Source: an optimization exercise on an open RTL-to-GDS flow (aim: small area). Production flows keep margins and buffers that such runs may drop.
The RTL was checked by simulation tests, not by an equivalence proof against the original design.
No activity file was given, so power comes from the tool's default toggle rates.

== run A ==
// mos_core
module mos_core (
  input  wire        clk,
  input  wire        rst,         
  input  wire        cmd_valid,
  input  wire [1:0]  cmd_port,    
  input  wire [31:0] cmd_word,
  input  wire        tmr_clk_i,   
  output reg         res_valid,
  output wire [31:0] res_word,
  output wire        rb_ne_o,
  output wire        rb_nf_o,
  output wire        svc_pend_o,
  output wire        task_due_o
);
Size in the first run: roughly 2600 cells after synthesis, about 75 I/O pins, about 0.028 mm² of cells after synthesis.
Settings: LEC_CHECK=0, CAP_MARGIN=20, CORE_MARGIN=2, CORE_UTILIZATION=50, GPL_TIMING_DRIVEN=0, SLEW_MARGIN=20; clock period 10.0 ns.
standard.sh (not shown) runs the stock make flow with config.mk's settings and CLKGATE_MAP_FILE= SYNTH_SCRIPT=/design/flow/synth_recipe.tcl, a recipe that flattens the netlist after the stock synthesis.
==> flow/flow/run.sh <==
#!/bin/bash
# The standard layout (standard.sh) with three changes that keep the standard synthesis's
# registers as they are:
# - after the standard synthesis, the combinational cells of its netlist are mapped again by
#   ABC for area (flow/remap.py with each ABC script flow/abc_*.abc; the smallest result is
#   kept). Every flip-flop and tie cell is kept as a black box, so their instances, names and
#   cell types do not change;
# - port buffers use sky130_fd_sc_hd__buf_1;
# - clock tree synthesis inserts no dummy loads.
set -euo pipefail
export BUFFER_PORTS_ARGS="-buffer_cell sky130_fd_sc_hd__buf_1"
export CTS_ARGS="-sink_clustering_enable -repair_clock_nets -sink_clustering_size 25 -sink_clustering_max_diameter 100 -dont_use_dummy_load"
YOSYS=${FLOW_HOME}/../tools/install/yosys/bin/yosys
LIB=${FLOW_HOME}/platforms/${FLOW_PLATFORM}/lib/sky130_fd_sc_hd__tt_025C_1v80.lib
RES=orfs/results/${FLOW_PLATFORM}/mos_core/base

bash standard.sh synth > standard_synth.log 2>&1
cp ${RES}/1_2_yosys.v std_1_2_yosys.v

best=""
best_area=""
for s in flow/abc_*.abc; do
  n=$(basename ${s} .abc)
  python3 flow/remap.py ${LIB} std_1_2_yosys.v remap_${n}.v remap_${n}.ys remap_${n}_stubs.v ${s} ${FLOW_TOP} > remap_${n}_py.log 2>&1
  if ${YOSYS} -s remap_${n}.ys > remap_${n}_yosys.log 2>&1; then
    a=$(grep "Chip area for module" remap_${n}_yosys.log | tail -1 | awk '{print $NF}')
    echo "${n} ${a}" >> remap_areas.log
    if [[ -n "${a}" ]] && { [[ -z "${best_area}" ]] || python3 -c "import sys; sys.exit(0 if ${a} < ${best_area} else 1)"; }; then
      best=${n}
      best_area=${a}
    fi
  fi
done
echo "chosen ${best} ${best_area}" >> remap_areas.log
if [[ -n "${best}" ]]; then
  cp remap_${best}.v ${RES}/1_2_yosys.v
fi
bash standard.sh > standard_finish.log 2>&1
Other scripts of this flow, unchanged in this note and not shown: flow/flow/abc_1.abc, flow/flow/abc_2.abc, flow/flow/abc_3.abc, flow/flow/abc_4.abc, flow/flow/remap.py
Setup changes, run A to run B
-- flow/config.mk --
<<< run A, line 8
export CAP_MARGIN = 20
export CORE_MARGIN = 2
export CORE_UTILIZATION = 50
export GPL_TIMING_DRIVEN = 0
export SLEW_MARGIN = 20
>>> run B, line 8
export CAP_MARGIN = 20
export CORE_MARGIN = 2
export CORE_UTILIZATION = 58
export SLEW_MARGIN = 20
Results
Diff run A -> run B | largest net degree at the start of global routing | increase of 26. Looking at master of the slowest instance on the critical path, the sky130_fd_sc_hd__nor3_2 result is from run A; the sky130_fd_sc_hd__nor3_1 one comes from run B. Diff run A -> run B: combinational cell fraction of total power lower; global-route wire length before repair higher; final non-filler cell total lower; clock skew higher. Part of the power in the clock network ends up lower on run B.
Input-level comparison between run C and run B:
-- flow/config.mk --
<<< run B, line 8
export CAP_MARGIN = 20
export CORE_MARGIN = 2
export CORE_UTILIZATION = 58
export SLEW_MARGIN = 20
>>> run C, line 8
export CAP_MARGIN = 20
export CORE_MARGIN = 2
export CORE_UTILIZATION = 50
export SLEW_MARGIN = 20
Height of the die (lower): run B. Run B and run C ended up with roughly the same cell area. Run B → run C: design internal power shrank by about 0.43%, highest ir drop seen on vdd shows a reduction of 1.8 µV, net switching share of the total power went up by 0.48 points, areal power density over the cells essentially unchanged. In run C relative to run B, wire length on met1 had gone up by more than 10%. The fill cell instance count of the final layout reported for run C is greater than that of run B by 1019. Topmost layer with routed signal wires = met5: run B; topmost layer with routed signal wires = met4: run C. On worst hold slack, run C tracks run B almost exactly. Compared with run B, run C shows a fmax that is about 1.8% lower.
### run C -> run D
-- flow/config.mk --
<<< run C, line 6
export NUM_CORES = 4
export LEC_CHECK = 0
export CAP_MARGIN = 20
export CORE_MARGIN = 2
export CORE_UTILIZATION = 50
export SLEW_MARGIN = 20
>>> run D, line 6
export NUM_CORES = 4
export LEC_CHECK = 0
export CAP_MARGIN = 0
export CORE_MARGIN = 2
export CORE_UTILIZATION = 50
export SLEW_MARGIN = 0
Results
- The utilization of run C and that of run D are within noise of each other.
- On required time reported for the critical path endpoint: between run D and run C, it ends up higher for run D.
- [run D vs run C] slew at the pin closest to its max-slew limit: higher in run D
- In the tables for run D and run C, final critical-path share of the clock period reads higher with run D.
- Against run C, run D reports a detailed-routed wire length on met3 that is lower.

## separate check: timing with driven ports
In the flow no input, the clock included, has a driving cell. The finished layouts below were timed again as built, in two steps.
Step 1 assumes that a clkbuf_16 drives the clock port and a buf_2 every other input.
Step 2, shift: input delay + t, output delay - t, t = (earliest + latest rising clock arrival at the registers) / 2. This alone moves slack from input paths to output paths.
a / b / c = ideal / step 1 / step 2; a / b = the first two.
run	t, ns	setup slack, ns	cell pins on the clock port's net
run A	0.681	0.543 / 0.580 / -0.101	1
run B	0.650	1.395 / 1.437 / 0.786	1
run C	0.677	1.238 / 1.282 / 0.605	1
run D	0.678	1.198 / 1.243 / 0.565	1
With both steps, setup timing fails in run A, where it was met with ideal ports. The setup slack of run A, which loses most, moves by +0.037 ns with the drivers and by -0.644 ns with both steps.
